What follows belongs to an exercise in optimizing a design on an open flow for small area, a short achievable clock period and few clock cycles; a production flow would make more cautious choices.
Only simulation tests tie the RTL to the original design; equivalence was not proved.
Power is estimated from default activity; no workload was simulated.

<file path="design/flow/flow/run.sh">
#!/bin/bash
# Layout flow: the standard flow (standard.sh, unchanged synthesis and
# steps) with two changes to how the layout is optimised:
#  - the setup repair aims for 6.5 ns of slack instead of stopping at 0, and
#  - the port buffers are plain buffers (buf_4) instead of delay cells.
# Every tool's output is kept: make's in make_finish.log, and each ORFS step's
# in orfs/logs.
set -euo pipefail
bash standard.sh SETUP_SLACK_MARGIN=6.5 "BUFFER_PORTS_ARGS=-buffer_cell sky130_fd_sc_hd__buf_4" finish > make_finish.log 2>&1
</file>
<file path="design/flow/constraint.sdc">
create_clock -name core_clock -period 10.0 [get_ports {clk}]
set_input_delay 2.0000 -clock core_clock [delete_from_list [all_inputs] [get_ports {clk}]]
set_output_delay 2.0000 -clock core_clock [all_outputs]
set_load 0.01 [all_outputs]
</file>
<file path="design/flow/config.mk">
export PLATFORM = sky130hd
export DESIGN_NAME = vrd
export DESIGN_NICKNAME = vrd
export VERILOG_FILES = /design/flow/design.v
export SDC_FILE = /design/flow/constraint.sdc
export NUM_CORES = 4
export LEC_CHECK = 0
export CAP_MARGIN = 20
export CORE_MARGIN = 2
export CORE_UTILIZATION = 40
export SLEW_MARGIN = 20
export SYNTH_MEMORY_MAX_BITS = 16384
</file>
<file path="design/flow/design.v">
module vrd_scan (
    input  wire [2:0] shape,    
    input  wire       regime,
    input  wire [5:0] cursor,   
    output wire [2:0] row,
    output wire [2:0] col
);
    reg  [1:0] sel;
    always @(*) begin
        case (shape)
            3'd0:    sel = regime ? 2'd0 : 2'd0;
            3'd3:    sel = regime ? 2'd2 : 2'd1;
            3'd6:    sel = regime ? 2'd1 : 2'd2;
            default: sel = 2'd3;
        endcase
    end
    reg [5:0] rc;
    always @(*) begin
        case ({sel, cursor})
            {2'd0, 6'd0}: rc = {3'd0, 3'd0};
            {2'd0, 6'd1}: rc = {3'd0, 3'd1};
            {2'd0, 6'd2}: rc = {3'd1, 3'd0};
            {2'd0, 6'd3}: rc = {3'd2, 3'd0};
            {2'd0, 6'd4}: rc = {3'd1, 3'd1};
            {2'd0, 6'd5}: rc = {3'd0, 3'd2};
            {2'd0, 6'd6}: rc = {3'd0, 3'd3};
            {2'd0, 6'd7}: rc = {3'd1, 3'd2};
            {2'd0, 6'd8}: rc = {3'd2, 3'd1};
            {2'd0, 6'd9}: rc = {3'd3, 3'd0};
            {2'd0, 6'd10}: rc = {3'd4, 3'd0};
            {2'd0, 6'd11}: rc = {3'd3, 3'd1};
            {2'd0, 6'd12}: rc = {3'd2, 3'd2};
            {2'd0, 6'd13}: rc = {3'd1, 3'd3};
            {2'd0, 6'd14}: rc = {3'd0, 3'd4};
            {2'd0, 6'd15}: rc = {3'd0, 3'd5};
            {2'd0, 6'd16}: rc = {3'd1, 3'd4};
            {2'd0, 6'd17}: rc = {3'd2, 3'd3};
            {2'd0, 6'd18}: rc = {3'd3, 3'd2};
            {2'd0, 6'd19}: rc = {3'd4, 3'd1};
            {2'd0, 6'd20}: rc = {3'd5, 3'd0};
            {2'd0, 6'd21}: rc = {3'd6, 3'd0};
            {2'd0, 6'd22}: rc = {3'd5, 3'd1};
            {2'd0, 6'd23}: rc = {3'd4, 3'd2};
            {2'd0, 6'd24}: rc = {3'd3, 3'd3};
            {2'd0, 6'd25}: rc = {3'd2, 3'd4};
            {2'd0, 6'd26}: rc = {3'd1, 3'd5};
            {2'd0, 6'd27}: rc = {3'd0, 3'd6};
            {2'd0, 6'd28}: rc = {3'd0, 3'd7};
            {2'd0, 6'd29}: rc = {3'd1, 3'd6};
            {2'd0, 6'd30}: rc = {3'd2, 3'd5};
            {2'd0, 6'd31}: rc = {3'd3, 3'd4};
            {2'd0, 6'd32}: rc = {3'd4, 3'd3};
            {2'd0, 6'd33}: rc = {3'd5, 3'd2};
            {2'd0, 6'd34}: rc = {3'd6, 3'd1};
            {2'd0, 6'd35}: rc = {3'd7, 3'd0};
            {2'd0, 6'd36}: rc = {3'd7, 3'd1};
            {2'd0, 6'd37}: rc = {3'd6, 3'd2};
            {2'd0, 6'd38}: rc = {3'd5, 3'd3};
            {2'd0, 6'd39}: rc = {3'd4, 3'd4};
            {2'd0, 6'd40}: rc = {3'd3, 3'd5};
            {2'd0, 6'd41}: rc = {3'd2, 3'd6};
            {2'd0, 6'd42}: rc = {3'd1, 3'd7};
            {2'd0, 6'd43}: rc = {3'd2, 3'd7};
            {2'd0, 6'd44}: rc = {3'd3, 3'd6};
            {2'd0, 6'd45}: rc = {3'd4, 3'd5};
            {2'd0, 6'd46}: rc = {3'd5, 3'd4};
            {2'd0, 6'd47}: rc = {3'd6, 3'd3};
            {2'd0, 6'd48}: rc = {3'd7, 3'd2};
            {2'd0, 6'd49}: rc = {3'd7, 3'd3};
            {2'd0, 6'd50}: rc = {3'd6, 3'd4};
            {2'd0, 6'd51}: rc = {3'd5, 3'd5};
            {2'd0, 6'd52}: rc = {3'd4, 3'd6};
            {2'd0, 6'd53}: rc = {3'd3, 3'd7};
            {2'd0, 6'd54}: rc = {3'd4, 3'd7};
            {2'd0, 6'd55}: rc = {3'd5, 3'd6};
            {2'd0, 6'd56}: rc = {3'd6, 3'd5};
            {2'd0, 6'd57}: rc = {3'd7, 3'd4};
            {2'd0, 6'd58}: rc = {3'd7, 3'd5};
            {2'd0, 6'd59}: rc = {3'd6, 3'd6};
            {2'd0, 6'd60}: rc = {3'd5, 3'd7};
            {2'd0, 6'd61}: rc = {3'd6, 3'd7};
            {2'd0, 6'd62}: rc = {3'd7, 3'd6};
            {2'd0, 6'd63}: rc = {3'd7, 3'd7};
            {2'd1, 6'd0}: rc = {3'd0, 3'd0};
            {2'd1, 6'd1}: rc = {3'd0, 3'd1};
            {2'd1, 6'd2}: rc = {3'd1, 3'd0};
            {2'd1, 6'd3}: rc = {3'd2, 3'd0};
            {2'd1, 6'd4}: rc = {3'd1, 3'd1};
            {2'd1, 6'd5}: rc = {3'd0, 3'd2};
            {2'd1, 6'd6}: rc = {3'd0, 3'd3};
            {2'd1, 6'd7}: rc = {3'd1, 3'd2};
            {2'd1, 6'd8}: rc = {3'd2, 3'd1};
            {2'd1, 6'd9}: rc = {3'd3, 3'd0};
            {2'd1, 6'd10}: rc = {3'd3, 3'd1};
            {2'd1, 6'd11}: rc = {3'd2, 3'd2};
            {2'd1, 6'd12}: rc = {3'd1, 3'd3};
            {2'd1, 6'd13}: rc = {3'd0, 3'd4};
            {2'd1, 6'd14}: rc = {3'd0, 3'd5};
            {2'd1, 6'd15}: rc = {3'd1, 3'd4};
            {2'd1, 6'd16}: rc = {3'd2, 3'd3};
            {2'd1, 6'd17}: rc = {3'd3, 3'd2};
            {2'd1, 6'd18}: rc = {3'd3, 3'd3};
            {2'd1, 6'd19}: rc = {3'd2, 3'd4};
            {2'd1, 6'd20}: rc = {3'd1, 3'd5};
            {2'd1, 6'd21}: rc = {3'd0, 3'd6};
            {2'd1, 6'd22}: rc = {3'd0, 3'd7};
            {2'd1, 6'd23}: rc = {3'd1, 3'd6};
            {2'd1, 6'd24}: rc = {3'd2, 3'd5};
            {2'd1, 6'd25}: rc = {3'd3, 3'd4};
            {2'd1, 6'd26}: rc = {3'd3, 3'd5};
            {2'd1, 6'd27}: rc = {3'd2, 3'd6};
            {2'd1, 6'd28}: rc = {3'd1, 3'd7};
            {2'd1, 6'd29}: rc = {3'd2, 3'd7};
            {2'd1, 6'd30}: rc = {3'd3, 3'd6};
            {2'd1, 6'd31}: rc = {3'd3, 3'd7};
            {2'd2, 6'd0}: rc = {3'd0, 3'd0};
            {2'd2, 6'd1}: rc = {3'd0, 3'd1};
            {2'd2, 6'd2}: rc = {3'd1, 3'd0};
            {2'd2, 6'd3}: rc = {3'd2, 3'd0};
            {2'd2, 6'd4}: rc = {3'd1, 3'd1};
            {2'd2, 6'd5}: rc = {3'd0, 3'd2};
            {2'd2, 6'd6}: rc = {3'd0, 3'd3};
            {2'd2, 6'd7}: rc = {3'd1, 3'd2};
            {2'd2, 6'd8}: rc = {3'd2, 3'd1};
            {2'd2, 6'd9}: rc = {3'd3, 3'd0};
            {2'd2, 6'd10}: rc = {3'd4, 3'd0};
            {2'd2, 6'd11}: rc = {3'd3, 3'd1};
            {2'd2, 6'd12}: rc = {3'd2, 3'd2};
            {2'd2, 6'd13}: rc = {3'd1, 3'd3};
            {2'd2, 6'd14}: rc = {3'd2, 3'd3};
            {2'd2, 6'd15}: rc = {3'd3, 3'd2};
            {2'd2, 6'd16}: rc = {3'd4, 3'd1};
            {2'd2, 6'd17}: rc = {3'd5, 3'd0};
            {2'd2, 6'd18}: rc = {3'd6, 3'd0};
            {2'd2, 6'd19}: rc = {3'd5, 3'd1};
            {2'd2, 6'd20}: rc = {3'd4, 3'd2};
            {2'd2, 6'd21}: rc = {3'd3, 3'd3};
            {2'd2, 6'd22}: rc = {3'd4, 3'd3};
            {2'd2, 6'd23}: rc = {3'd5, 3'd2};
            {2'd2, 6'd24}: rc = {3'd6, 3'd1};
            {2'd2, 6'd25}: rc = {3'd7, 3'd0};
            {2'd2, 6'd26}: rc = {3'd7, 3'd1};
            {2'd2, 6'd27}: rc = {3'd6, 3'd2};
            {2'd2, 6'd28}: rc = {3'd5, 3'd3};
            {2'd2, 6'd29}: rc = {3'd6, 3'd3};
            {2'd2, 6'd30}: rc = {3'd7, 3'd2};
            {2'd2, 6'd31}: rc = {3'd7, 3'd3};
            {2'd3, 6'd0}: rc = {3'd0, 3'd0};
            {2'd3, 6'd1}: rc = {3'd0, 3'd1};
            {2'd3, 6'd2}: rc = {3'd1, 3'd0};
            {2'd3, 6'd3}: rc = {3'd2, 3'd0};
            {2'd3, 6'd4}: rc = {3'd1, 3'd1};
            {2'd3, 6'd5}: rc = {3'd0, 3'd2};
            {2'd3, 6'd6}: rc = {3'd0, 3'd3};
            {2'd3, 6'd7}: rc = {3'd1, 3'd2};
            {2'd3, 6'd8}: rc = {3'd2, 3'd1};
            {2'd3, 6'd9}: rc = {3'd3, 3'd0};
            {2'd3, 6'd10}: rc = {3'd3, 3'd1};
            {2'd3, 6'd11}: rc = {3'd2, 3'd2};
            {2'd3, 6'd12}: rc = {3'd1, 3'd3};
            {2'd3, 6'd13}: rc = {3'd2, 3'd3};
            {2'd3, 6'd14}: rc = {3'd3, 3'd2};
            {2'd3, 6'd15}: rc = {3'd3, 3'd3};
            default: rc = 6'd0;
        endcase
    end
    assign row = regime ? rc[2:0] : rc[5:3];
    assign col = regime ? rc[5:3] : rc[2:0];
endmodule
module vrd (
    input  wire        clk,
    input  wire        rst,           
    input  wire        cmd_valid,
    output wire        cmd_ready,
    input  wire [35:0] cmd_word,
    output wire        rsp_valid,
    input  wire        rsp_ready,
    output wire [35:0] rsp_word,
    output wire        irq,
    output wire        sym_req,
    output wire [1:0]  sym_class,
    output wire        sym_regime,
    input  wire        sym_ack,
    input  wire [3:0]  sym_data,
    output wire        coef_req,
    output wire [2:0]  coef_cs,
    input  wire        coef_ack,
    input  wire        coef_err,
    input  wire        coef_last,
    input  wire [31:0] coef_skip,
    input  wire [31:0] coef_value,
    output wire        itx_req,
    output wire        itx_op,        
    output wire [2:0]  itx_shape,
    output wire        itx_kind,      
    output wire [5:0]  itx_idx,
    output wire [15:0] itx_coef,
    input  wire        itx_ack,
    input  wire [15:0] itx_res,
    output wire        mem_req,
    output wire        mem_we,
    output wire [31:0] mem_addr,
    output wire [7:0]  mem_wdata,
    input  wire        mem_ack,
    input  wire [7:0]  mem_rdata
);
    localparam [3:0] OP_NOP = 4'd0, OP_SETQ = 4'd1, OP_SETCTX = 4'd2, OP_SETBASE = 4'd3,
                     OP_SETSTRIDE = 4'd4, OP_DECBLK = 4'd5, OP_CLRACC = 4'd6,
                     OP_RDREG = 4'd7, OP_RDBLK = 4'd8, OP_CLRERR = 4'd9;
    localparam [2:0] ST_OK = 3'd0, ST_ILLCMD = 3'd1, ST_UNCFG = 3'd2, ST_QZERO = 3'd3,
                     ST_STREAM = 3'd4, ST_REFUSED = 3'd5;
    localparam [2:0] SH_FULL = 3'd0, SH_PAIR8x4 = 3'd3, SH_PAIR4x8 = 3'd6, SH_QUAD = 3'd7;
    reg [7:0]  q_mquant;
    reg        q_halfqp;
    reg        q_pquant;
    reg        c_regime;
    reg [2:0]  c_cs;
    reg        c_patf;
    reg        c_resred;
    reg [31:0] dstbase;
    reg [31:0] dststride;
    reg [3:0]  cfgv;
    reg [23:0] ttacc3;         
    reg        res_valid;      
    reg [6:0]  placed0, placed1, placed2, placed3;
    reg        err;
    reg [2:0]  errcode;
    reg [1:0]  errsub;
    reg [31:0] cmdcnt;
    reg [7:0]  quant;
    reg        scale0;         
    wire [1023:0] blkq;        
    reg        crdy;           
    reg        st_exec;        
    reg [3:0]  op;
    reg [10:0] cd;             
    reg        cd_hi;          
    reg        st_sym, st_pull, st_nsub, st_bub1, st_bub2, st_fin, fin_err, st_rdblk;
    reg        r_itx, r_itxop, r_mem, r_memwe;
    reg [1:0]  r_class;
    reg [2:0]  wshape;
    reg [3:0]  wsubpat;
    reg [1:0]  k;
    reg [6:0]  cur;
    reg [5:0]  pidx;           
    reg [5:0]  rsel;           
    reg        lcol;           
    reg [1:0]  astep;          
    reg        r_kind;
    reg [15:0] r_coef;
    reg [31:0] r_addr;
    reg [31:0] r_nrow;         
    reg [8:0]  r_res;          
    reg [7:0]  r_wdata;
    reg        r_rspv;
    reg [34:0] r_rsp;
    reg        we0;
    reg [5:0]  pos0;
    reg [15:0] v0;
    reg [1:0]  k0;
    reg        we1;
    reg [5:0]  cell1;
    reg [15:0] s1, c1;         
    wire st_beat = r_itx & ~r_itxop;
    wire st_res  = r_itx &  r_itxop;
    wire st_mrd  = r_mem & ~r_memwe;
    wire st_mwr  = r_mem &  r_memwe;
    wire d_noshape = cd[3];
    wire d_first   = cd[4];
    wire d_skipblk = cd[5];
    wire d_ttout   = cd[6];
    wire [2:0] d_n = cd[10:8];
    assign cmd_ready  = crdy;
    assign rsp_valid  = r_rspv;
    assign rsp_word   = {1'b0, r_rsp};
    assign irq        = err;
    assign sym_req    = st_sym;
    assign sym_class  = r_class;
    assign sym_regime = c_regime;
    assign coef_req   = st_pull;
    assign coef_cs    = c_cs;
    assign itx_req    = r_itx;
    assign itx_op     = r_itxop;
    assign itx_shape  = wshape;
    assign itx_kind   = r_kind;
    assign itx_idx    = pidx;
    assign itx_coef   = r_coef;
    assign mem_req    = r_mem;
    assign mem_we     = r_memwe;
    assign mem_addr   = r_addr;
    assign mem_wdata  = r_wdata;
    reg [3:0] pat;
    always @(*) begin
        case (wshape)
            SH_FULL:    pat = 4'hF;
            SH_QUAD:    pat = ~wsubpat;
            SH_PAIR8x4: pat = ~{wsubpat[1], wsubpat[1], wsubpat[0], wsubpat[0]};
            default:    pat = ~{wsubpat[1], wsubpat[0], wsubpat[1], wsubpat[0]};
        endcase
    end
    wire [31:0] reg_ttacc  = {1'b0, ttacc3[23:21], 1'b0, ttacc3[20:18], 1'b0, ttacc3[17:15],
                              1'b0, ttacc3[14:12], 1'b0, ttacc3[11:9],  1'b0, ttacc3[8:6],
                              1'b0, ttacc3[5:3],   1'b0, ttacc3[2:0]};
    wire [31:0] reg_result = res_valid ? {16'd0, 1'b1, wsubpat, wshape, 4'd0, pat} : 32'd0;
    wire [31:0] reg_status = {16'd0, cfgv, 2'd0, errsub, 1'b0, errcode, 3'd0, err};
    reg [31:0] regval;
    always @(*) begin
        case (cd[3:0])
            4'd0:    regval = {22'd0, q_pquant, q_halfqp, q_mquant};
            4'd1:    regval = {26'd0, c_resred, c_patf, c_cs, c_regime};
            4'd2:    regval = dstbase;
            4'd3:    regval = dststride;
            4'd4:    regval = reg_ttacc;
            4'd5:    regval = reg_result;
            4'd6:    regval = {1'b0, placed3, 1'b0, placed2, 1'b0, placed1, 1'b0, placed0};
            4'd7:    regval = reg_status;
            4'd8:    regval = cmdcnt;
            default: regval = {8'd0, quant, 7'd0, quant, scale0};
        endcase
    end
    reg rsv;
    always @(*) begin
        case (op)
            OP_SETQ:                  rsv = cd_hi | cd[10];
            OP_SETCTX, OP_RDBLK:      rsv = cd_hi | (|cd[10:6]);
            OP_SETBASE, OP_SETSTRIDE: rsv = 1'b0;
            OP_DECBLK:                rsv = cd_hi | cd[7];
            OP_RDREG:                 rsv = cd_hi | (|cd[10:4]);
            default:                  rsv = cd_hi | (|cd);
        endcase
    end
    wire admitted = (op == OP_NOP) | (op == OP_RDREG) | (op == OP_RDBLK) | (op == OP_CLRERR);
    wire refused  = err & ~admitted;
    wire illegal  = (op >= 4'd10) | rsv | ((op == OP_RDREG) & (cd[3:0] >= 4'd10)) |
                    ((op == OP_DECBLK) & d_noshape & (cd[2:0] != 3'd0));
    wire dec_go   = (op == OP_DECBLK) & (cfgv == 4'b1111) & (q_mquant != 8'd0);
    function [2:0] norm_shape(input [2:0] raw);
        case (raw)
            3'd0:             norm_shape = SH_FULL;
            3'd1, 3'd2, 3'd3: norm_shape = SH_PAIR8x4;
            3'd4, 3'd5, 3'd6: norm_shape = SH_PAIR4x8;
            default:          norm_shape = SH_QUAD;
        endcase
    endfunction
    wire wide = ~wshape[2];                
    reg       has_nxt;
    reg [1:0] nxt_k;
    always @(*) begin
        has_nxt = 1'b0;
        nxt_k   = 2'd0;
        case (wshape)
            SH_PAIR8x4, SH_PAIR4x8: begin
                has_nxt = (k == 2'd0) & ~wsubpat[0];
                nxt_k   = 2'd1;
            end
            SH_QUAD: begin
                if (k == 2'd0 && !wsubpat[2]) begin
                    has_nxt = 1'b1; nxt_k = 2'd1;
                end else if (k <= 2'd1 && !wsubpat[1]) begin
                    has_nxt = 1'b1; nxt_k = 2'd2;
                end else if (k <= 2'd2 && !wsubpat[0]) begin
                    has_nxt = 1'b1; nxt_k = 2'd3;
                end
            end
            default: ;
        endcase
    end
    function [5:0] cell_of(input [2:0] shp, input [1:0] kk, input [5:0] p);
        if (!shp[2])
            cell_of = {p[5] | (shp[0] & kk[0]), p[4:0]};
        else
            cell_of = {p[4] | (shp[0] & kk[1]), p[3:2], kk[0], p[1:0]};
    endfunction
    wire last_idx = wshape == SH_FULL ? (pidx == 6'd63) :
                    wshape == SH_QUAD ? (pidx[3:0] == 4'd15) : (pidx[4:0] == 5'd31);
    wire [5:0] pidx_inc  = pidx + 6'd1;
    wire [5:0] pidx_inc2 = pidx + 6'd2;
    wire inc_last_col = wide ? (pidx_inc[2:0] == 3'd7) : (pidx_inc[1:0] == 2'd3);
    wire [7:0] cur_sum = {1'b0, cur} + {1'b0, coef_skip[6:0]};
    wire       big     = (|coef_skip[31:7]) | cur_sum[7];
    wire       overrun = big | (wshape == SH_FULL ? cur_sum[6] :
                                wshape == SH_QUAD ? (|cur_sum[6:4]) : (|cur_sum[6:5]));
    wire       place   = ~coef_err & ~overrun;
    wire       sub_end = overrun | coef_last;
    reg [6:0] placed_k;
    always @(*) begin
        case (k)
            2'd0: placed_k = placed0;
            2'd1: placed_k = placed1;
            2'd2: placed_k = placed2;
            default: placed_k = placed3;
        endcase
    end
    wire [2:0] scan_row, scan_col;
    vrd_scan u_scan (
        .shape  (wshape),
        .regime (c_regime),
        .cursor (pos0),
        .row    (scan_row),
        .col    (scan_col)
    );
    wire       y0b_0 = (wshape == SH_PAIR8x4 & k0[0]) | (wshape == SH_QUAD & k0[1]);
    wire       x0b_0 = wshape[2] & k0[0];
    wire [5:0] place_cell = {scan_row[2] | y0b_0, scan_row[1:0], scan_col[2] | x0b_0, scan_col[1:0]};
    wire [8:0]  scl = {quant, scale0};
    wire [15:0] pp0 = v0 & {16{scl[0]}};
    wire [15:0] pp1 = {v0[14:0], 1'b0} & {16{scl[1]}};
    wire [15:0] pp2 = {v0[13:0], 2'b0} & {16{scl[2]}};
    wire [15:0] pp3 = {v0[12:0], 3'b0} & {16{scl[3]}};
    wire [15:0] pp4 = {v0[11:0], 4'b0} & {16{scl[4]}};
    wire [15:0] pp5 = {v0[10:0], 5'b0} & {16{scl[5]}};
    wire [15:0] pp6 = {v0[9:0],  6'b0} & {16{scl[6]}};
    wire [15:0] pp7 = {v0[8:0],  7'b0} & {16{scl[7]}};
    wire [15:0] pp8 = {v0[7:0],  8'b0} & {16{scl[8]}};
    function [31:0] csa(input [15:0] a, input [15:0] b, input [15:0] c);
        csa = {a ^ b ^ c, ((a[14:0] & b[14:0]) | (a[14:0] & c[14:0]) | (b[14:0] & c[14:0])), 1'b0};
    endfunction
    wire [31:0] l1a = csa(pp0, pp1, pp2);
    wire [31:0] l1b = csa(pp3, pp4, pp5);
    wire [31:0] l1c = csa(pp6, pp7, pp8);
    wire [31:0] l2a = csa(l1a[31:16], l1a[15:0], l1b[31:16]);
    wire [31:0] l2b = csa(l1b[15:0], l1c[31:16], l1c[15:0]);
    wire [31:0] l3a = csa(l2a[31:16], l2a[15:0], l2b[31:16]);
    wire [31:0] l4a = csa(l3a[31:16], l3a[15:0], l2b[15:0]);
    wire [15:0] q16  = {8'd0, quant};
    wire [15:0] t_u  = s1 + c1;
    wire [31:0] csp  = csa(s1, c1, q16);
    wire [31:0] csm  = csa(s1, c1, ~q16);
    wire [15:0] t_p  = csp[31:16] + csp[15:0];
    wire [15:0] t_m  = csm[31:16] + {csm[15:1], 1'b1};
    wire [15:0] deq_val = q_pquant ? t_u : (t_u[15] ? t_m : t_p);
    wire [63:0] rd_hot = 64'd1 << rsel;
    reg  [15:0] rd_raw;
    integer i;
    always @(*) begin
        rd_raw = 16'd0;
        for (i = 0; i < 64; i = i + 1)
            rd_raw = rd_raw | (blkq[16*i +: 16] & {16{rd_hot[i]}});
    end
    wire [15:0] rd_val = (we1 && cell1 == rsel) ? deq_val : rd_raw;
    wire        y0b = (wshape == SH_PAIR8x4 & k[0]) | (wshape == SH_QUAD & k[1]);
    wire        x0b = wshape[2] & k[0];
    wire [31:0] add_a = (astep == 2'd1) ? dstbase : r_nrow;
    wire [31:0] add_b = (astep == 2'd1) ? {29'd0, x0b, 2'b00} :
                        (astep == 2'd2) ? {dststride[29:0], 2'b00} : dststride;
    wire [31:0] nrow_next = add_a + add_b;
    wire [31:0] addr_inc  = r_addr + 32'd1;
    wire        res_hi = ~itx_res[15] & ((|itx_res[14:8]) | (&itx_res[7:0]));
    wire        res_lo =  itx_res[15] & ~((&itx_res[14:8]) & (|itx_res[7:0]));
    wire [8:0]  res_sat = res_hi ? 9'd255 : res_lo ? 9'h101 : itx_res[8:0];
    wire [9:0]  pix_sum = {2'b00, mem_rdata} + {r_res[8], r_res};
    wire [7:0]  pix_new = pix_sum[9] ? 8'd0 : pix_sum[8] ? 8'd255 : pix_sum[7:0];
    wire        blk_clear = st_exec & ~r_rspv & ~refused & ~illegal & dec_go;
    wire [15:0] wbus      = deq_val & {16{~blk_clear}};
    reg  [15:0] blk [0:63];
    genvar gc;
    generate
        for (gc = 0; gc < 64; gc = gc + 1) begin : g_cell
            wire we_c = blk_clear | (we1 & (cell1 == gc));
            always @(posedge clk)
                if (we_c)
                    blk[gc] <= wbus;
            assign blkq[16*gc +: 16] = blk[gc];
        end
    endgenerate
    always @(posedge clk) begin
        v0    <= coef_value[15:0];
        pos0  <= cur_sum[5:0];
        k0    <= k;
        cell1 <= place_cell;
        s1    <= l4a[31:16];
        c1    <= l4a[15:0];
    end
    wire finish_ok = st_mwr & mem_ack & last_idx & ~has_nxt;
    always @(posedge clk) begin
        if (rst) begin
            q_mquant  <= 8'd0;
            q_halfqp  <= 1'b0;
            q_pquant  <= 1'b0;
            c_regime  <= 1'b0;
            c_cs      <= 3'd0;
            c_patf    <= 1'b0;
            c_resred  <= 1'b0;
            dstbase   <= 32'd0;
            dststride <= 32'd0;
            cfgv      <= 4'd0;
            ttacc3    <= 24'd0;
            res_valid <= 1'b0;
            wshape    <= 3'd0;
            wsubpat   <= 4'd0;
            placed0   <= 7'd0;
            placed1   <= 7'd0;
            placed2   <= 7'd0;
            placed3   <= 7'd0;
            err       <= 1'b0;
            errcode   <= 3'd0;
            errsub    <= 2'd0;
            cmdcnt    <= 32'd0;
            quant     <= 8'd0;
            scale0    <= 1'b0;
            crdy      <= 1'b1;
            st_exec   <= 1'b0;
            st_sym    <= 1'b0;
            st_pull   <= 1'b0;
            st_nsub   <= 1'b0;
            st_rdblk  <= 1'b0;
            st_bub1   <= 1'b0;
            st_bub2   <= 1'b0;
            st_fin    <= 1'b0;
            astep     <= 2'd0;
            r_itx     <= 1'b0;
            r_mem     <= 1'b0;
            r_rspv    <= 1'b0;
            we0       <= 1'b0;
            we1       <= 1'b0;
        end else begin
            we0 <= st_pull & coef_ack & place;
            we1 <= we0;
            if (we0) begin
                case (k0)
                    2'd0: placed0 <= placed0 + 7'd1;
                    2'd1: placed1 <= placed1 + 7'd1;
                    2'd2: placed2 <= placed2 + 7'd1;
                    default: placed3 <= placed3 + 7'd1;
                endcase
            end
            if (r_rspv && rsp_ready)
                r_rspv <= 1'b0;
            if (crdy && cmd_valid) begin
                crdy    <= 1'b0;
                st_exec <= 1'b1;
                op      <= cmd_word[35:32];
                cd      <= cmd_word[10:0];
                cd_hi   <= |cmd_word[31:11];
                rsel    <= cmd_word[5:0];
                if (cmd_word[35:32] == OP_SETBASE && !err) begin
                    dstbase <= cmd_word[31:0];
                    cfgv[2] <= 1'b1;
                end
                if (cmd_word[35:32] == OP_SETSTRIDE && !err) begin
                    dststride <= cmd_word[31:0];
                    cfgv[3]   <= 1'b1;
                end
            end
            if (st_exec && !r_rspv) begin
                st_exec <= 1'b0;
                if (refused) begin
                    r_rspv <= 1'b1;
                    r_rsp  <= {ST_REFUSED, reg_status};
                    crdy   <= 1'b1;
                end else if (illegal) begin
                    r_rspv <= 1'b1;
                    crdy   <= 1'b1;
                    if (!err) begin
                        err     <= 1'b1;
                        errcode <= ST_ILLCMD;
                        errsub  <= 2'd0;
                        r_rsp   <= {ST_ILLCMD, 16'd0, cfgv, 2'd0, 2'd0, 1'b0, ST_ILLCMD, 3'd0, 1'b1};
                    end else begin
                        r_rsp   <= {ST_ILLCMD, reg_status};
                    end
                end else if (op == OP_DECBLK) begin
                    if (cfgv != 4'b1111) begin
                        r_rspv  <= 1'b1;
                        crdy    <= 1'b1;
                        err     <= 1'b1;
                        errcode <= ST_UNCFG;
                        errsub  <= 2'd0;
                        r_rsp   <= {ST_UNCFG, 16'd0, cfgv, 2'd0, 2'd0, 1'b0, ST_UNCFG, 3'd0, 1'b1};
                    end else if (q_mquant == 8'd0) begin
                        r_rspv  <= 1'b1;
                        crdy    <= 1'b1;
                        err     <= 1'b1;
                        errcode <= ST_QZERO;
                        errsub  <= 2'd0;
                        r_rsp   <= {ST_QZERO, 16'd0, cfgv, 2'd0, 2'd0, 1'b0, ST_QZERO, 3'd0, 1'b1};
                    end else begin
                        placed0   <= 7'd0;
                        placed1   <= 7'd0;
                        placed2   <= 7'd0;
                        placed3   <= 7'd0;
                        res_valid <= 1'b0;
                        quant     <= q_mquant[7] ? (~q_mquant + 8'd1) : q_mquant;
                        scale0    <= ~q_mquant[7] & q_halfqp;
                        cur       <= 7'd0;
                        fin_err   <= 1'b0;
                        wshape    <= norm_shape(cd[2:0]);
                        if (d_noshape) begin
                            st_sym  <= 1'b1;
                            r_class <= 2'd0;
                        end else begin
                            case (cd[2:0])
                                3'd0: begin
                                    wsubpat <= 4'd0;
                                    k       <= 2'd0;
                                    st_pull <= 1'b1;
                                end
                                3'd7: begin
                                    st_sym  <= 1'b1;
                                    r_class <= 2'd1;
                                end
                                3'd3, 3'd6: begin
                                    st_sym  <= 1'b1;
                                    r_class <= 2'd2;
                                end
                                3'd2, 3'd5: begin
                                    wsubpat <= 4'b0010;
                                    k       <= 2'd1;
                                    st_pull <= 1'b1;
                                end
                                default: begin
                                    wsubpat <= 4'b0001;
                                    k       <= 2'd0;
                                    st_pull <= 1'b1;
                                end
                            endcase
                        end
                    end
                end else if (op == OP_RDBLK) begin
                    r_coef   <= rd_raw;
                    st_rdblk <= 1'b1;
                end else begin
                    r_rspv <= 1'b1;
                    crdy   <= 1'b1;
                    cmdcnt <= cmdcnt + 32'd1;
                    r_rsp  <= {ST_OK, 32'd0};
                    case (op)
                        OP_SETQ: begin
                            q_mquant <= cd[7:0];
                            q_halfqp <= cd[8];
                            q_pquant <= cd[9];
                            cfgv[0]  <= 1'b1;
                        end
                        OP_SETCTX: begin
                            c_regime <= cd[0];
                            c_cs     <= cd[3:1];
                            c_patf   <= cd[4];
                            c_resred <= cd[5];
                            cfgv[1]  <= 1'b1;
                        end
                        OP_CLRACC: ttacc3 <= 24'd0;
                        OP_RDREG:  r_rsp <= {ST_OK, regval};
                        OP_CLRERR: begin
                            err     <= 1'b0;
                            errcode <= 3'd0;
                            errsub  <= 2'd0;
                        end
                        default: ;
                    endcase
                end
            end
            if (st_rdblk) begin
                st_rdblk <= 1'b0;
                r_rspv   <= 1'b1;
                crdy     <= 1'b1;
                cmdcnt   <= cmdcnt + 32'd1;
                r_rsp    <= {ST_OK, {16{r_coef[15]}}, r_coef};
            end
            if (st_sym && sym_ack) begin
                case (r_class)
                    2'd0: begin
                        wshape <= norm_shape(sym_data[2:0]);
                        if (sym_data[2:0] == 3'd0) begin
                            wsubpat <= 4'd0;
                            k       <= 2'd0;
                            st_sym  <= 1'b0;
                            st_pull <= 1'b1;
                        end else if (sym_data[2:0] == 3'd7) begin
                            r_class <= 2'd1;
                        end else if (sym_data[2:0] == 3'd3 || sym_data[2:0] == 3'd6 ||
                                     !d_first || c_patf) begin
                            r_class <= 2'd2;
                        end else begin
                            st_sym  <= 1'b0;
                            st_pull <= 1'b1;
                            if (sym_data[2:0] == 3'd2 || sym_data[2:0] == 3'd5) begin
                                wsubpat <= 4'b0010;
                                k       <= 2'd1;
                            end else begin
                                wsubpat <= 4'b0001;
                                k       <= 2'd0;
                            end
                        end
                    end
                    2'd1: begin
                        wsubpat <= ~sym_data;
                        st_sym  <= 1'b0;
                        st_pull <= |sym_data;
                        st_fin  <= ~(|sym_data);
                        k <= sym_data[3] ? 2'd0 : sym_data[2] ? 2'd1 : sym_data[1] ? 2'd2 : 2'd3;
                    end
                    default: begin
                        wsubpat <= (sym_data[1:0] == 2'd0) ? 4'd0 : {2'd0, sym_data[1:0] ^ 2'b11};
                        st_sym  <= 1'b0;
                        st_pull <= 1'b1;
                        k       <= (sym_data[1:0] == 2'd1) ? 2'd1 : 2'd0;
                    end
                endcase
            end
            if (st_pull) begin
                rsel <= cell_of(wshape, k, 6'd0);
            end
            if (st_pull && coef_ack) begin
                cur   <= cur_sum[6:0] + 7'd1;
                astep <= 2'd1;
                if (coef_err) begin
                    st_pull <= 1'b0;
                    st_fin  <= 1'b1;
                    fin_err <= 1'b1;
                end else if (sub_end) begin
                    st_pull <= 1'b0;
                    st_bub1 <= ~d_skipblk;
                    st_nsub <= d_skipblk;
                end
            end
            if (st_nsub) begin
                st_nsub <= 1'b0;
                if (has_nxt) begin
                    k       <= nxt_k;
                    cur     <= 7'd0;
                    st_pull <= 1'b1;
                end else begin
                    st_fin  <= 1'b1;
                end
            end
            if (astep == 2'd1) begin
                r_nrow <= nrow_next;
                astep  <= 2'd2;
            end
            if (astep == 2'd2) begin
                if (y0b)
                    r_nrow <= nrow_next;
                astep <= 2'd3;
            end
            if (astep == 2'd3) begin
                r_addr <= r_nrow;
                r_nrow <= nrow_next;
                lcol   <= 1'b0;
                astep  <= 2'd0;
            end
            if (st_bub1) begin
                st_bub1 <= 1'b0;
                if (we0 && pos0 == 6'd0) begin
                    st_bub2 <= 1'b1;
                end else begin
                    r_kind  <= we0 ? (placed_k == 7'd0) : (placed_k == 7'd1);
                    r_itx   <= 1'b1;
                    r_itxop <= 1'b0;
                    pidx    <= 6'd0;
                    r_coef  <= rd_val;
                    rsel    <= cell_of(wshape, k, 6'd1);
                end
            end
            if (st_bub2) begin
                st_bub2 <= 1'b0;
                r_kind  <= (placed_k == 7'd1);
                r_itx   <= 1'b1;
                r_itxop <= 1'b0;
                pidx    <= 6'd0;
                r_coef  <= rd_val;
                rsel    <= cell_of(wshape, k, 6'd1);
            end
            if (st_beat && itx_ack) begin
                if (last_idx) begin
                    r_itxop <= 1'b1;
                    pidx    <= 6'd0;
                end else begin
                    pidx    <= pidx_inc;
                    r_coef  <= rd_val;
                    rsel    <= cell_of(wshape, k, pidx_inc2);
                end
            end
            if (st_res && itx_ack) begin
                r_itx   <= 1'b0;
                r_mem   <= 1'b1;
                r_memwe <= 1'b0;
                r_res   <= res_sat;
            end
            if (st_mrd && mem_ack) begin
                r_memwe <= 1'b1;
                r_wdata <= pix_new;
            end
            if (st_mwr && mem_ack) begin
                r_mem <= 1'b0;
                if (!last_idx) begin
                    pidx  <= pidx_inc;
                    lcol  <= inc_last_col;
                    r_itx <= 1'b1;
                    if (lcol) begin
                        r_addr <= r_nrow;
                        r_nrow <= nrow_next;
                    end else begin
                        r_addr <= addr_inc;
                    end
                end else if (has_nxt) begin
                    k       <= nxt_k;
                    cur     <= 7'd0;
                    st_pull <= 1'b1;
                end
            end
            if (finish_ok || (st_fin && !fin_err && !we0 && !we1)) begin
                st_fin    <= 1'b0;
                r_rspv    <= 1'b1;
                crdy      <= 1'b1;
                res_valid <= 1'b1;
                cmdcnt    <= cmdcnt + 32'd1;
                r_rsp     <= {ST_OK, 16'd0, 1'b1, wsubpat, wshape, 4'd0, pat};
                if (d_ttout)
                    ttacc3 <= ttacc3 | ({21'd0, wshape} << (d_n * 3));
            end
            if (st_fin && fin_err && !we0 && !we1) begin
                st_fin <= 1'b0;
                r_rspv <= 1'b1;
                crdy   <= 1'b1;
                if (!err) begin
                    err     <= 1'b1;
                    errcode <= ST_STREAM;
                    errsub  <= k;
                    r_rsp   <= {ST_STREAM, 16'd0, cfgv, 2'd0, k, 1'b0, ST_STREAM, 3'd0, 1'b1};
                end else begin
                    r_rsp   <= {ST_STREAM, reg_status};
                end
            end
        end
    end
endmodule
</file>
<file path="design/flow/standard.sh">
#!/bin/bash
# synth_recipe.tcl (not shown) runs the flow's synth.tcl, then flattens the netlist and writes it again
# the make line also repeats each setting of config.mk as NAME=value (left out here)
make -C /OpenROAD-flow-scripts/flow DESIGN_CONFIG=/design/flow/config.mk WORK_HOME=/design/flow/orfs CLKGATE_MAP_FILE= SYNTH_SCRIPT=/design/flow/synth_recipe.tcl "${@:-finish}"
</file>
==> results of run 1 <==
registers in the layout, summed over array words and instances, names as in the netlist, 16 cells and up:
name / count
dstbase: 32
r_addr: 32
r_nrow: 32
cmdcnt: 32
r_rsp: 35
v0: 16
dststride: 32
r_coef: 16
blk: 1024
s1: 16
ttacc3: 24
worst paths after layout:
kind	to	start	slack, ns
worst min-delay path	st_bub1	st_bub1	0.45
worst max register to register	r_nrow[22]	astep[1]	6.41
worst min register to register	st_bub1	st_bub1	0.45
worst max-delay path	r_nrow[22]	astep[1]	6.41
per-stage QoR:
stage,utilization,worst slack [ns],instance area (sq um),cells
after floorplan,-,6.03,68000,5577
after global placement,0.438,4.97,73200,7878
after detailed placement,0.439,4.95,73300,7885
after CTS,0.487,6.40,81400,8349
after global routing,0.501,6.24,83700,8467
final,0.501,6.41,83700,8482
area by class of cell:
type,count,area (sq um),area share
diodes,15,37.5,0.000448
clock inverters,90,1080,0.0129
multi-input cells,3618,26500,0.317
inverters,198,751,0.00897
clock buffers,196,4110,0.0491
repair buffers,697,7060,0.0843
flip-flops and latches,1464,41400,0.494
well taps,2204,2760,0.0329
what timing repair did:
item,4_1_cts,5_1_grt
gates resized for setup,236,204
setup buffers,166,90
pin swaps,54,79
gates cloned,12,24
setup endpoints to repair,2329,1460
hold buffers,0,0
power by group through the flow:
stage | clock network, mW | registers, mW | logic, mW
3_3_place_gp | 0 | 7.00 | 1.37
6_report | 5.87 | 6.84 | 1.79
2_1_floorplan | 0 | 6.90 | 0.943
4_1_cts | 5.90 | 6.84 | 1.64
3_5_place_dp | 0 | 7.00 | 1.39
5_1_grt | 6.15 | 6.85 | 1.91
routing by layer:
metal | vias to the layer above | share of wire | wire [microns]
met5 | - | 0.00087 | 234
met4 | 18 | 0.064 | 17200
met3 | 842 | 0.13 | 36100
met2 | 3559 | 0.44 | 120000
met1 | 26411 | 0.36 | 97100
li1 | 22419 | - | -
cell families (layout without fill, tap and decap cells):
kind of cell / after synthesis / count (layout) / share of synthesized area
mux: 139 / 139 / 0.0220
buf+inv: 497 / 1181 / 0.0282
other cells: 1 / 16 / 0.0000558
fa+ha+maj: 225 / 225 / 0.0513
compound gates: 1508 / 1509 / 0.151
xor+xnor: 130 / 130 / 0.0169
flops: 1464 / 1464 / 0.615
simple gates: 1613 / 1614 / 0.115
cell usage in the layout, fill, tap and decap left out, types with 25 or more instances in the layout:
cell type     n
clkbuf_1     34
nand4_1     104
and3_1       25
ha_4         25
dfxtp_1     243
nor2b_1      33
o21ai_4      62
a21oi_1     282
ha_1        110
nor3_1       77
inv_1       188
nand3_1      78
clkinv_1     34
clkbuf_16   169
nand2b_1     35
o21a_1       26
fa_1         77
mux2i_1      86
xnor2_1      82
a22oi_1     559
buf_6        66
buf_4       512
a211oi_1     34
nor2_1      385
a21o_1       30
nand2_1     495
mux2_2       47
o21ai_0     149
xor2_1       40
nor4_1       37
edfxtp_1   1200
and2_1      110
buf_12       62
a31oi_1      40
worst reg2reg max path: cells and delay by family (launching register included):
| kind | cells | cell delay (ns) |
|---|---|---|
| simple gates | 2 | 0.58 |
| compound gates | 7 | 1.04 |
| mux | 1 | 0.19 |
| xor+xnor | 1 | 0.15 |
| buf+inv | 3 | 0.42 |
| fa+ha+maj | 2 | 0.61 |
| flops | 1 | 0.36 |
==> results.py, run 1 <==
metrics = {
    "outcome": {
        "status": "complete, no violations",
    },
    "global_route": {
        "grt_max_degree": 68,
        "grt_pass1_wl_mm": 366,
        "busiest_layer": "met2",
        "antenna_found_initial": 17,
        "met1_usage": 0.383,
        "grt_use_met2": 0.465,
        "grt_usage": 0.301,
        "grt_overflow": 0,
        "grt_pass1_vias": 49027,
        "gr-usage-met3": 0.0914,
    },
    "cts": {
        "cts_buffers": 156,
        "cts_tree": "yes",
        "cts_sinks": 1464,
        "cts-htree-levels": 4,
        "clock-root-buffer": "clkbuf_16",
        "clk_pin_slew_ns": 0.06,
        "clockBufferDepth": 3,
        "clkLatencyLatePin_ns": 0.86,
    },
    "logic_synthesis": {
        "ys_types": 91,
        "synthTopCellsByCount": "1200 x edfxtp_1, 559 x a22oi_1, 501 x nand2_1, 424 x nor2_1, 308 x a21oi_1",
        "synth_area_per_cell_sq_um": 12.1,
        "synth_edf_count": 1200,
        "synth_area_leaders": "edfxtp_1 54%, dfxtp_1 7.9%, a22oi_1 6.2%",
        "synthFlopType": "edfxtp_1",
        "synth_top_area_frac": 0.536,
        "syn_inst": 5577,
        "syn-cell-area_sq_um": 67200,
        "ys_seq_area_frac": 0.615,
        "ys_seq_elements": 1464,
        "syn_nets": 5939,
        "ys_warn_count": 3,
        "synthArstFlopShare": 0,
        "synth.most_common_cell": "edfxtp_1",
        "netlist.top_cell.by_area": "edfxtp_1",
    },
    "worst_setup_path": {
        "path_buf_inv": 3,
        "critical_path_depth": 16,
        "crit_fanout": 6,
        "cp_top_family": "compound AO/OA/AOI/OAI gates",
        "crit_type": "flop to flop",
        "rr_worst_depth": 16,
        "cp-start-kind": "flop",
        "crit_required_ns": 10.56,
        "cpMostUsedCell": "buf_4",
        "end_kind": "flop",
        "cp_slowest_cell": "ha_1",
        "cp_cell_sequence": "buf_4 > ha_4 > buf_6 > mux2i_1 > o21ai_1 > ha_1 > a21o_1 > a21oi_2 > o211ai_1 > a41oi_2 > buf_4 > nor3_4 > a211oi_2 > or3_4 > xor2_2 > a21oi_1",
        "max_stage_delay_ns": 0.40,
        "arrival_ns": 4.16,
    },
    "sta": {
        "worst_pin_slew_ns": 1.33,
        "clock_skew_ns": 0.0902,
        "final_hold_viol_count": 0,
        "slew_violations": 0,
        "clock.fmax_mhz": 278,
        "fin_crit_sh": 0.359,
        "rsz0062_at_grt": "true",
        "period_minus_slack_ns": 3.59,
        "finalSetupViolations": 0,
        "max_slew_margin": 0.110,
        "hold_ws_ns": 0.449,
        "fin_setup_tns_ns": 0,
    },
    "pwr": {
        "finalPower_mw": 14.5,
        "p_per_area_nw_per_um2": 173,
        "power.switching_mw": 3.79,
        "p_leak_nw": 29.9,
        "power.share.switching": 0.261,
        "p_comb_frac": 0.123,
        "vdd_drop_max_mv": 0.187,
        "power.internal_mw": 10.7,
        "power_frac_seq": 0.472,
        "pwr-share-clk": 0.405,
    },
    "floorplanning": {
        "die_width_microns": 414,
        "start_util": 0.402,
        "die_y_microns": 414,
        "dieArea_sq_um": 171000,
        "core_sq_um": 167000,
        "num_rows": 150,
        "pin_count": 255,
    },
    "drt": {
        "vias_per_cell": 6.28,
        "drtIter0Drc": 7632,
        "first_pass_iters": 6,
        "avgRoutedWirePerCell_microns": 31.9,
        "vias": 53249,
        "ant_nets": 0,
        "drt-total-wl_mm": 270,
        "drc_errors": 0,
    },
    "layout": {
        "drive_above_1_share": 0.216,
        "nFillCells": 14345,
        "nNetsFinal": 6497,
        "areaGrowthSynthToFinish_pct": 24.5,
    },
    "min_path": {
        "hp-class": "flop to flop",
        "timing.hold.worst_path_depth": 1,
    },
    "place": {
        "hpwl_mm": 165,
        "place_congestion": 0.922,
        "port_buffers": 237,
    },
    "run": {
        "drv_cap": 0,
    },
}
Testbench counts, summed over its fixed seeds: cycles 128,427.
==> inputs of run 2 (changes only) <==
==> design/flow/flow/run.sh (replaced) <==
#!/bin/bash
# Layout flow: the standard flow (standard.sh, unchanged synthesis and
# steps) with two changes to how the layout is optimised:
#  - the setup repair aims for 6.5 ns of slack instead of stopping at 0, and
#  - the port buffers are plain buffers (buf_2) instead of delay cells.
# Clock-tree clustering comes from config.mk. Every tool's output is kept:
# make's in make_finish.log, and each ORFS step's in orfs/logs.
set -euo pipefail
bash standard.sh SETUP_SLACK_MARGIN=6.5 "BUFFER_PORTS_ARGS=-buffer_cell sky130_fd_sc_hd__buf_2" finish > make_finish.log 2>&1
--- a/design/flow/config.mk
+++ b/design/flow/config.mk
@@ -8,5 +8,7 @@
 export CAP_MARGIN = 20
 export CORE_MARGIN = 2
 export CORE_UTILIZATION = 40
+export CTS_CLUSTER_DIAMETER = 60
+export CTS_CLUSTER_SIZE = 30
 export SLEW_MARGIN = 20
 export SYNTH_MEMORY_MAX_BITS = 16384
==> run 2 against run 1 <==
Effect of this change:
- still clean on timing, DRC and antenna
- worst setup slack lost 0.081 ns
- die area is the same
- flip-flop and latch count is the same
- sequential power is essentially flat
- critical path depth shrank 5
- total power shrank 6.0%
- utilization shrank 1.1 points
- largest cell class unchanged
==> results.py, run 2 <==
metrics = {
    "sta": {
        "hold_ws_ns": 0.458,
        "final_hold_viol_count": 0,
        "slew_violations": 0,
        "worst_pin_slew_ns": 1.18,
        "clock_skew_ns": 0.0595,
        "clock.fmax_mhz": 272,
        "period_minus_slack_ns": 3.68,
        "setup_ws_ns": 6.32,
        "fin_setup_tns_ns": 0,
        "rsz0062_at_grt": "true",
        "finalSetupViolations": 0,
        "fin_crit_sh": 0.368,
        "max_slew_margin": 0.212,
    },
    "cts": {
        "clock-root-buffer": "clkbuf_16",
        "cts_sinks": 1464,
        "clkLatencyLatePin_ns": 0.80,
        "clockBufferDepth": 3,
        "cts_tree": "yes",
        "cts-htree-levels": 3,
        "clk_pin_slew_ns": 0.08,
        "cts_buffers": 109,
    },
    "logic_synthesis": {
        "synth_edf_count": 1200,
        "synth_area_per_cell_sq_um": 12.1,
        "synth-simple-area-share": 0.115,
        "synthFlopType": "edfxtp_1",
        "synth_area_leaders": "edfxtp_1 54%, dfxtp_1 7.9%, a22oi_1 6.2%",
        "ys_types": 91,
        "ys_seq_area_frac": 0.615,
        "synth_xor_area_frac": 0.0169,
        "synth_top_family_by_area": "compound AO/OA/AOI/OAI gates",
        "netlist.top_cell.by_area": "edfxtp_1",
        "muxShareOfSynthArea": 0.0220,
        "synthArstFlopShare": 0,
        "syn_inst": 5577,
        "synth_compound_area_frac": 0.151,
        "syn-cell-area_sq_um": 67200,
        "synth_top_area_frac": 0.536,
        "ys_seq_elements": 1464,
        "synthTopCellsByCount": "1200 x edfxtp_1, 559 x a22oi_1, 501 x nand2_1, 424 x nor2_1, 308 x a21oi_1",
        "ys_warn_count": 3,
        "syn_nets": 5939,
        "synth.most_common_cell": "edfxtp_1",
        "synth_fa_ha_area_frac": 0.0513,
    },
    "layout": {
        "layout_common_cells": "1200 x edfxtp_1, 558 x a22oi_1, 496 x nand2_1, 387 x nor2_1, 287 x a21oi_1",
        "reg_top3": "blk: 1024 flops, r_rsp: 35 flops",
        "instances_no_fill": 8363,
        "nFillCells": 14579,
        "final_common_cell": "edfxtp_1",
        "areaGrowthSynthToFinish_pct": 21.9,
        "top_register": "blk",
        "drive_above_1_share": 0.211,
        "largest_register_ffs": 1024,
        "nNetsFinal": 6413,
        "post-route-util": 0.490,
    },
    "floorplanning": {
        "num_rows": 150,
        "pin_count": 255,
        "dieArea_sq_um": 171000,
        "die_y_microns": 414,
        "start_util": 0.402,
        "die_width_microns": 414,
        "core_sq_um": 167000,
    },
    "global_route": {
        "grt_overflow": 0,
        "grt_max_degree": 79,
        "antenna_found_initial": 21,
        "grt_pass1_vias": 48284,
        "grt_usage": 0.298,
        "grt_pass1_wl_mm": 362,
    },
    "place": {
        "place_inst": 7876,
        "port_buffers": 237,
        "place_congestion": 0.932,
        "hpwl_mm": 166,
        "dp_slack_ns": 4.37,
    },
    "pwr": {
        "p_per_area_nw_per_um2": 166,
        "vdd_drop_max_mv": 0.144,
        "p_leak_nw": 29.1,
    },
    "drt": {
        "vias": 52742,
        "ant_nets": 0,
        "drtIter0Drc": 7589,
        "drc_errors": 0,
        "first_pass_iters": 6,
        "drt-total-wl_mm": 265,
        "avgRoutedWirePerCell_microns": 31.7,
        "vias_per_cell": 6.31,
    },
    "worst_setup_path": {
        "crit_start": "rsel[0]",
        "crit_fanout": 16,
        "cp_cell_sequence": "buf_4 > or2_2 > nor2_1 > buf_4 > a22oi_1 > nand2_1 > nor4_4 > nand4_1 > o21ai_0 > a21o_1 > o21ai_0",
        "r2r_slack_ns": 6.32,
        "crit_required_ns": 10.50,
        "cp-endpoint": "r_coef[11]",
        "arrival_ns": 4.18,
        "max_stage_delay_ns": 0.66,
        "r2r_end": "r_coef[11]",
        "r2r_start": "rsel[0]",
        "end_kind": "flop",
        "crit_type": "flop to flop",
        "rr_worst_depth": 11,
        "cp-start-kind": "flop",
        "cp_slowest_cell": "nor4_4",
    },
    "outcome": {
        "status": "complete, no violations",
    },
    "run": {
        "drv_cap": 0,
    },
    "min_path": {
        "hp-class": "flop to flop",
    },
}
==> run 2: kinds of logic (layout without fill, tap and decap cells) <==
family / count (synthesis) / in the layout
adder cells (fa/ha/maj): 225 / 225
flip-flops: 1464 / 1464
buffers and inverters: 497 / 1065
other: 1 / 13
AND/OR/NAND/NOR: 1613 / 1614
XOR/XNOR: 130 / 130
AO/OA/AOI/OAI: 1508 / 1509
multiplexers: 139 / 139
==> run 2: worst max-delay path: cells and delay by family (launching register included) <==
family / cells / cell delay (ns)
compound gates: 4 / 0.88
buf+inv: 2 / 0.48
simple gates: 5 / 1.69
flops: 1 / 0.33
==> run 2: report_power, final <==
group          internal, mW  switching (mW)
Combinational         0.707            1.03
Sequential             6.67           0.172
Clock                  2.38            2.67
Total                  9.76            3.87
==> run 2: worst min path at each step <==
stage	slack [ns]	to	start	cells after the start
after detailed placement	0.43	st_bub1	st_bub1	1
after global routing	0.47	st_bub1	st_bub1	1
after CTS	0.45	st_bub1	st_bub1	1
after floorplan	0.41	st_bub1	st_bub1	1
final	0.46	st_bub1	st_bub1	1
after global placement	0.43	st_bub1	st_bub1	1
==> run 2: timing repair <==
action | in CTS | in global routing
hold buffers | 0 | 0
setup buffers | 179 | 57
resized for setup | 239 | 154
gates cloned | 15 | 13
endpoints found under the setup margin | 2314 | 1988
pin swaps | 52 | 83
==> run 2: area by class of cell <==
cell class                 count  area [sq um]  area share
sequential                  1464         41400       0.505
multi-input combinational   3618         26600       0.324
timing repair buffer         660          6320      0.0772
tap                         2204          2760      0.0337
clock buffer                 112          2750      0.0336
clock inverter                95          1380      0.0168
inverter                     198           753     0.00919
antenna                       12          30.0    0.000367
==> run 2: per-stage QoR <==
stage	instance area, sq um	power [mW]
finish	81900	13.6
global route	81900	14.0
CTS	80300	13.5
detailed placement	72700	8.35
global placement	72600	8.33
floorplan	68000	7.84
==> run 2: layer usage <==
metal | global-route usage | up-vias | share of wire
met5 | 0 | - | 0.00082
met3 | 0.0879 | 754 | 0.13
met2 | 0.463 | 3416 | 0.45
li1 | - | 22224 | -
met4 | 0.150 | 8 | 0.061
met1 | 0.378 | 26340 | 0.36
==> inputs of run 3 (changes only) <==
--- a/design/flow/config.mk
+++ b/design/flow/config.mk
@@ -7,8 +7,9 @@
 export LEC_CHECK = 0
 export CAP_MARGIN = 20
 export CORE_MARGIN = 2
-export CORE_UTILIZATION = 40
+export CORE_UTILIZATION = 55
 export CTS_CLUSTER_DIAMETER = 60
 export CTS_CLUSTER_SIZE = 30
+export GPL_TIMING_DRIVEN = 1
 export SLEW_MARGIN = 20
 export SYNTH_MEMORY_MAX_BITS = 16384
==> run 3 against run 2 <==
Effect of this change:
- fmax down 3.4%
- clock skew up 0.0056 ns
- worst hold slack better by 0.0073 ns
==> results.py, run 3 <==
metrics = {
    "outcome": {
        "status": "complete, no violations",
    },
    "worst_setup_path": {
        "cp_cell_sequence": "buf_4 > nand4b_1 > nor2_1 > buf_4 > a22oi_1 > nand2_1 > nor4_4 > nand4_1 > buf_4 > mux2_2 > o22ai_1 > a21oi_1",
        "crit_start": "rsel[3]",
        "r2r_start": "rsel[3]",
        "arrival_ns": 4.44,
        "end_kind": "flop",
        "max_stage_delay_ns": 0.77,
        "crit_type": "flop to flop",
        "cp-start-kind": "flop",
        "crit_required_ns": 10.63,
        "cpMostUsedCell": "buf_4",
        "crit_fanout": 12,
        "cp_slowest_cell": "nor2_1",
    },
    "floorplanning": {
        "num_rows": 128,
        "start_util": 0.553,
        "dieArea_sq_um": 125000,
        "die_y_microns": 354,
        "core_sq_um": 122000,
        "pin_count": 255,
        "die_width_microns": 354,
    },
    "layout": {
        "drive_above_1_share": 0.225,
        "post-route-util": 0.674,
        "largest_register_ffs": 1024,
        "layout_common_cells": "1200 x edfxtp_1, 559 x a22oi_1, 496 x nand2_1, 377 x nor2_1, 342 x buf_4",
        "reg_top3": "blk: 1024 flops, r_rsp: 35 flops",
        "instances_no_fill": 7874,
        "nNetsFinal": 6493,
        "final_common_cell": "edfxtp_1",
        "areaGrowthSynthToFinish_pct": 21.8,
        "top_register": "blk",
        "final_cell_area_sq_um": 81900,
    },
    "cts": {
        "cts_sinks": 1464,
        "cts_hold_buffers": 0,
        "cts_tree": "yes",
        "clk_pin_slew_ns": 0.07,
        "clockBufferDepth": 3,
        "clkLatencyLatePin_ns": 0.81,
        "cts-htree-levels": 3,
        "cts_buffers": 115,
        "clock-root-buffer": "clkbuf_16",
    },
    "run": {
        "drv_cap": 0,
    },
    "place": {
        "place_area_sq_um": 72100,
        "hpwl_mm": 167,
        "port_buffers": 237,
        "place_congestion": 0.954,
        "place_inst": 7311,
    },
    "min_path": {
        "holdCritStartpoint": "st_bub1",
        "hp-class": "flop to flop",
    },
    "sta": {
        "clock_skew_ns": 0.0651,
        "fin_crit_sh": 0.381,
        "slew_violations": 0,
        "fin_setup_tns_ns": 0,
        "finalSetupViolations": 0,
        "period_minus_slack_ns": 3.81,
        "rsz0062_at_grt": "true",
        "worst_pin_slew_ns": 1.26,
        "final_hold_viol_count": 0,
        "clock.fmax_mhz": 263,
        "max_slew_margin": 0.160,
    },
    "logic_synthesis": {
        "synthFlopType": "edfxtp_1",
        "synth.most_common_cell": "edfxtp_1",
        "synthArstFlopShare": 0,
        "synth_edf_count": 1200,
        "ys_seq_elements": 1464,
        "synth_area_per_cell_sq_um": 12.1,
        "ys_warn_count": 3,
        "synth_top_area_frac": 0.536,
        "syn-cell-area_sq_um": 67200,
        "ys_types": 91,
        "syn_nets": 5939,
        "syn_inst": 5577,
        "synth_area_leaders": "edfxtp_1 54%, dfxtp_1 7.9%, a22oi_1 6.2%",
        "ys_seq_area_frac": 0.615,
        "synthTopCellsByCount": "1200 x edfxtp_1, 559 x a22oi_1, 501 x nand2_1, 424 x nor2_1, 308 x a21oi_1",
        "netlist.top_cell.by_area": "edfxtp_1",
    },
    "drt": {
        "drt-total-wl_mm": 272,
        "first_pass_iters": 8,
        "ant_nets": 0,
        "vias": 53854,
        "drc_errors": 0,
        "drtIter0Drc": 8279,
        "vias_per_cell": 6.84,
        "avgRoutedWirePerCell_microns": 34.6,
    },
    "global_route": {
        "grt_pass1_vias": 49562,
        "antenna_found_initial": 24,
        "grt_pass1_wl_mm": 369,
        "grt_usage": 0.417,
        "grt_overflow": 0,
        "grt_max_degree": 65,
    },
    "pwr": {
        "p_leak_nw": 29.6,
        "p_per_area_nw_per_um2": 167,
        "vdd_drop_max_mv": 0.205,
    },
}
-- run 3: cell count changes in the layout (fill, tap and decap cells not counted), moves of 10 or more --
| cell | previous run | this run |
|---|---|---|
| buf_4 | 272 | 342 |
| clkinv_4 | 2 | 17 |
| clkbuf_16 | 117 | 131 |
| nor2_1 | 387 | 377 |
| buf_12 | 89 | 75 |
-- run 3: timing repair --
action,CTS,global route
cloned,18,20
endpoints found under the setup margin,2360,1797
resized for setup,246,181
pin swaps,53,96
hold endpoints to repair,0,0
setup buffers,155,134
-- run 3: layer usage --
metal	vias up	track usage	wire length, microns
met5	-	0	188
met4	14	0.279	23600
met3	1051	0.104	34500
met2	3798	0.651	121000
met1	26613	0.517	92700
li1	22378	-	-
-- run 3: cell type report --
cell class / count / area, sq um
Fill cell: 8954 / 39700
Timing Repair Buffer: 735 / 6890
Inverter: 198 / 758
Clock inverter: 98 / 1240
Antenna cell: 15 / 37.5
Tap cell: 1625 / 2030
Multi-Input combinational cell: 3617 / 26600
Sequential cell: 1464 / 41400
Clock buffer: 122 / 2940
-- run 3: final timing paths --
check / cells after the start / endpoint / slack, ns
hold / removal: 1 / st_bub1 / 0.47
hold reg to reg: 1 / st_bub1 / 0.47
setup reg to reg: 12 / r_coef[12] / 6.19
setup / recovery: 12 / r_coef[12] / 6.19
-- run 3: power by group --
part	total (mW)	switching, mW	leakage, nW	internal, mW
sequential	6.86	0.189	13.3	6.67
combinational	1.73	1.03	14.2	0.702
clock	5.07	2.53	2.02	2.55
total	13.7	3.75	29.6	9.92
-- run 3: stage by stage --
stage / hold WS (ns) / power, mW / worst slack [ns]
2_1_floorplan: 0.411 / 7.84 / 6.03
3_3_place_gp: 0.422 / 8.34 / 5.45
3_5_place_dp: 0.437 / 8.36 / 5.38
4_1_cts: 0.467 / 13.5 / 6.35
5_1_grt: 0.486 / 14.0 / 6.23
6_report: 0.466 / 13.7 / 6.19
-- run 3: logic make-up after synthesis --
logic type / after synthesis / synth area share
muxes: 139 / 0.0220
adders and majority gates: 225 / 0.0513
DFF: 1464 / 0.615
xor gates and xnor gates: 130 / 0.0169
AOI/OAI and AO/OA: 1508 / 0.151
buffers and inverters: 497 / 0.0282
other: 1 / 0.0000558
and+or+nand+nor: 1613 / 0.115
-- run 3: critical path, delay by kind of cell (launching register included) --
| family | cells | cell delay [ns] |
|---|---|---|
| AND/OR/NAND/NOR | 5 | 1.74 |
| AO/OA/AOI/OAI | 3 | 0.35 |
| buffers and inverters | 3 | 0.86 |
| flip-flops | 1 | 0.53 |
| multiplexers | 1 | 0.16 |

[separate check: timing with driven ports]
How much do the figures lean on ideal ports? The routed layouts below were timed once more, with nothing changed but the port constraints.
Step 1 (the two cells are an assumption about what drives the block):
set clk [get_ports {clk}]
set_driving_cell -lib_cell sky130_fd_sc_hd__clkbuf_16 $clk
set_driving_cell -lib_cell sky130_fd_sc_hd__buf_2 [delete_from_list [all_inputs] $clk]
Step 2 also shifts input and output timing later by t, the mid clock arrival at the registers, as if the neighbouring blocks saw the same clock.
a / b / c = ideal ports / drivers / drivers and shift; a / b = the first two.
run | shift t [ns] | slack for setup (ns) | clock arrival spread, ns
run 1 | 0.897 | 6.406 / 6.351 / 5.705 | 0.092 / 0.093
run 2 | 0.849 | 6.325 / 6.325 / 5.540 | 0.059 / 0.060
run 3 | 0.859 | 6.194 / 6.194 / 5.548 | 0.074 / 0.075
After both steps setup and hold are still met in every run listed. The setup slack of run 2, which loses most, moves by 0.000 ns with the drivers and by -0.785 ns with both steps.
